Background: an optimization exercise with open tools, aiming at small area, a short achievable clock period and few clock cycles. Do not read the settings as production practice.
In this exercise RTL edits were held to simulation tests only and were not proved equivalent to the original.
Power figures rest on the tool's default switching activity, not on a simulated workload.

## ptwb
module ptwb (
    input  wire        clk,
    input  wire        rst,           
    input  wire        host_we,
    input  wire [3:0]  host_addr,
    input  wire [63:0] host_wdata,
    output reg  [63:0] host_rdata,
    output wire        busy,
    output wire        mem_req,
    output wire        mem_we,
    output wire [63:0] mem_addr,
    output wire [63:0] mem_wdata,
    input  wire        mem_ready,
    input  wire [63:0] mem_rdata,
    output wire        alloc_req,
    input  wire        alloc_ready,
    input  wire        alloc_oom,
    input  wire [63:0] alloc_frame
);
Size in the first run: roughly 0.034 sq mm of cells after synthesis.
export LEC_CHECK = 0
export CAP_MARGIN = 20
export CORE_MARGIN = 2
export CORE_UTILIZATION = 40
export PLACE_DENSITY = 0.6
export SETUP_SLACK_MARGIN = 3.6
export SLEW_MARGIN = 20
create_clock -name core_clock -period 8.0 [get_ports {clk}]
standard.sh (not shown) runs the stock make flow with config.mk's settings and CLKGATE_MAP_FILE= SYNTH_SCRIPT=/design/flow/synth_recipe.tcl, a recipe that flattens the netlist after the stock synthesis.
==> flow/flow/run.sh <==
#!/bin/bash
# Layout flow:
# 1. the standard synthesis (standard.sh synth, unchanged);
# 2. its combinational cells re-mapped for area by Yosys/ABC, every flip-flop kept as the
#    standard synthesis made and named it (remap.ys.in);
# 3. the host read mux (host_addr -> host_rdata) rebuilt from cells as a one-level decode and an
#    and-or-invert layer plus one nand per bit (rdmux.py);
# 4. Yosys proves the result equal to the standard synthesis's netlist (equiv.ys.in); if the
#    proof fails, the flow falls back to step 2's netlist, then to the standard netlist;
# 5. the standard ORFS layout (standard.sh) from floorplan to finish, with the port buffers made
#    from plain buffers (buf_1) instead of the delay buffer buffer_ports picks, and a clock tree
#    with larger sink clusters and no dummy loads.
# Each tool's output goes to a log file of its own in this folder; ORFS keeps its step logs
# under orfs/logs.
set -euo pipefail
W=$PWD
RES=$W/orfs/results/$FLOW_PLATFORM/ptwb/base
LIB=$FLOW_HOME/platforms/$FLOW_PLATFORM/lib/sky130_fd_sc_hd__tt_025C_1v80.lib
BP="BUFFER_PORTS_ARGS=-buffer_cell sky130_fd_sc_hd__buf_1"
CTS="CTS_ARGS=-sink_clustering_enable -repair_clock_nets -dont_use_dummy_load -sink_clustering_size 18 -sink_clustering_max_diameter 100"

subst() {  # subst TEMPLATE OUT NETLIST
  sed -e "s|@WORK@|$W|g" -e "s|@LIB@|$LIB|g" -e "s|@NETLIST@|$3|g" -e "s|@TOP@|$FLOW_TOP|g" "$1" > "$2"
}

bash standard.sh "$BP" synth > make_synth.log 2>&1
cp "$RES/1_2_yosys.v" "$W/standard_synth.v"

# 2. area re-map
cp "$W/standard_synth.v" "$W/remapped.v"
python3 flow/libfunc.py "$LIB" "$W/remapped.v" "$W/cells_func.v" > libfunc.log 2>&1
subst flow/remap.ys.in "$W/remap.ys" "$W/remapped.v"
yosys -s "$W/remap.ys" > yosys_remap.log 2>&1

# 3. cell-built read mux
cp "$W/remapped.v" "$W/rdmux.v"
python3 flow/rdmux.py add "$W/rdmux.v" > rdmux.log 2>&1
subst flow/check.ys.in "$W/check.ys" "$W/rdmux.v"

# 4. proofs; the first candidate proven equal is laid out
prove() {  # prove NETLIST LOG
  sed 's/^module '"$FLOW_TOP"'(/module gold(/' "$W/standard_synth.v" > "$W/eq_gold.v"
  sed 's/^module '"$FLOW_TOP"'(/module gate(/' "$1" > "$W/eq_gate.v"
  cat "$W/standard_synth.v" "$1" > "$W/eq_both.v"
  python3 flow/libfunc.py "$LIB" "$W/eq_both.v" "$W/eq_cells.v" >> libfunc.log 2>&1
  subst flow/equiv.ys.in "$W/equiv.ys" "$1"
  yosys -s "$W/equiv.ys" > "$2" 2>&1
}
CHOSEN="$W/standard_synth.v"
if yosys -s "$W/check.ys" > yosys_check_rdmux.log 2>&1 && prove "$W/rdmux.v" yosys_equiv_rdmux.log; then
  CHOSEN="$W/rdmux.v"
elif prove "$W/remapped.v" yosys_equiv_remapped.log; then
  CHOSEN="$W/remapped.v"
fi
echo "laid out: $CHOSEN" > chosen.log
cp "$CHOSEN" "$RES/1_2_yosys.v"

# 5. rebuild the synthesis database from the chosen netlist, then lay it out
rm -f "$RES/1_synth.odb" "$RES/1_synth.sdc"
touch "$RES/1_2_yosys.v"
bash standard.sh "$BP" "$CTS" finish > make_finish.log 2>&1
Other scripts of this flow, unchanged in this note and not shown: flow/flow/check.ys.in, flow/flow/equiv.ys.in, flow/flow/flops.v, flow/flow/libfunc.py, flow/flow/rdmux.py, flow/flow/remap.ys.in
The first run ran to the end with no violations.
Testbench counts at the start, summed over its fixed seeds: cycles 34,859.
Rerun with:
SETUP_SLACK_MARGIN = 3.7   (was 3.6)
Setup slack hardly moves.
Area after synthesis is unchanged.
Final cell count hardly moves.
Count of clock-buffer cells in the layout does not change.
Critical path depth fell by 2.
Rerun with:
--- a/flow/flow/run.sh
+++ b/flow/flow/run.sh
@@ -20 +20 @@
-CTS="CTS_ARGS=-sink_clustering_enable -repair_clock_nets -dont_use_dummy_load -sink_clustering_size 18 -sink_clustering_max_diameter 100"
+CTS="CTS_ARGS=-sink_clustering_enable -repair_clock_nets -dont_use_dummy_load -sink_clustering_size 24 -sink_clustering_max_diameter 120"
SETUP_SLACK_MARGIN = 3.8   (was 3.7)
What happened: Power falls by a few percent; hold slack stays flat; global-route usage came out higher by 1.4 points; worst setup slack is better by 0.016 ns; via count goes up slightly; sequential cell count stays the same; count of clock-buffer cells in the layout fell by 10; clock power went down by roughly a tenth; cell count went up slightly; routed wire length rose slightly.

## afterwards: timing with drivers on the ports
No port has a modelled driver above. Below, the same layouts with a new extraction and two added sets of constraints. Step 1, drivers: a clkbuf_16 drives clk and a buf_2 each remaining input, both assumed. Step 2 also shifts input and output timing later by t, the mid clock arrival at the registers, as if the neighbouring blocks saw the same clock. Three values: ideal, step 1, step 2; two values: the first two.
run	t (ns)	setup WS [ns]	hold slack, ns	worst setup path after step 2	clock arrival spread, ns
the first run	0.703	3.260 / 3.014 / 2.953	0.449 / 0.449 / 0.449	input to register	0.065 / 0.065
the second run	0.691	3.262 / 3.079 / 3.050	0.462 / 0.462 / 0.462	input to register	0.057 / 0.056
the third run	0.698	3.278 / 3.039 / 3.039	0.463 / 0.463 / 0.463	input to output	0.054 / 0.054
After both steps setup and hold are still met in every run listed. For the first run, which loses most, drivers alone change the setup slack by -0.246 ns; drivers and shift together by -0.307 ns.
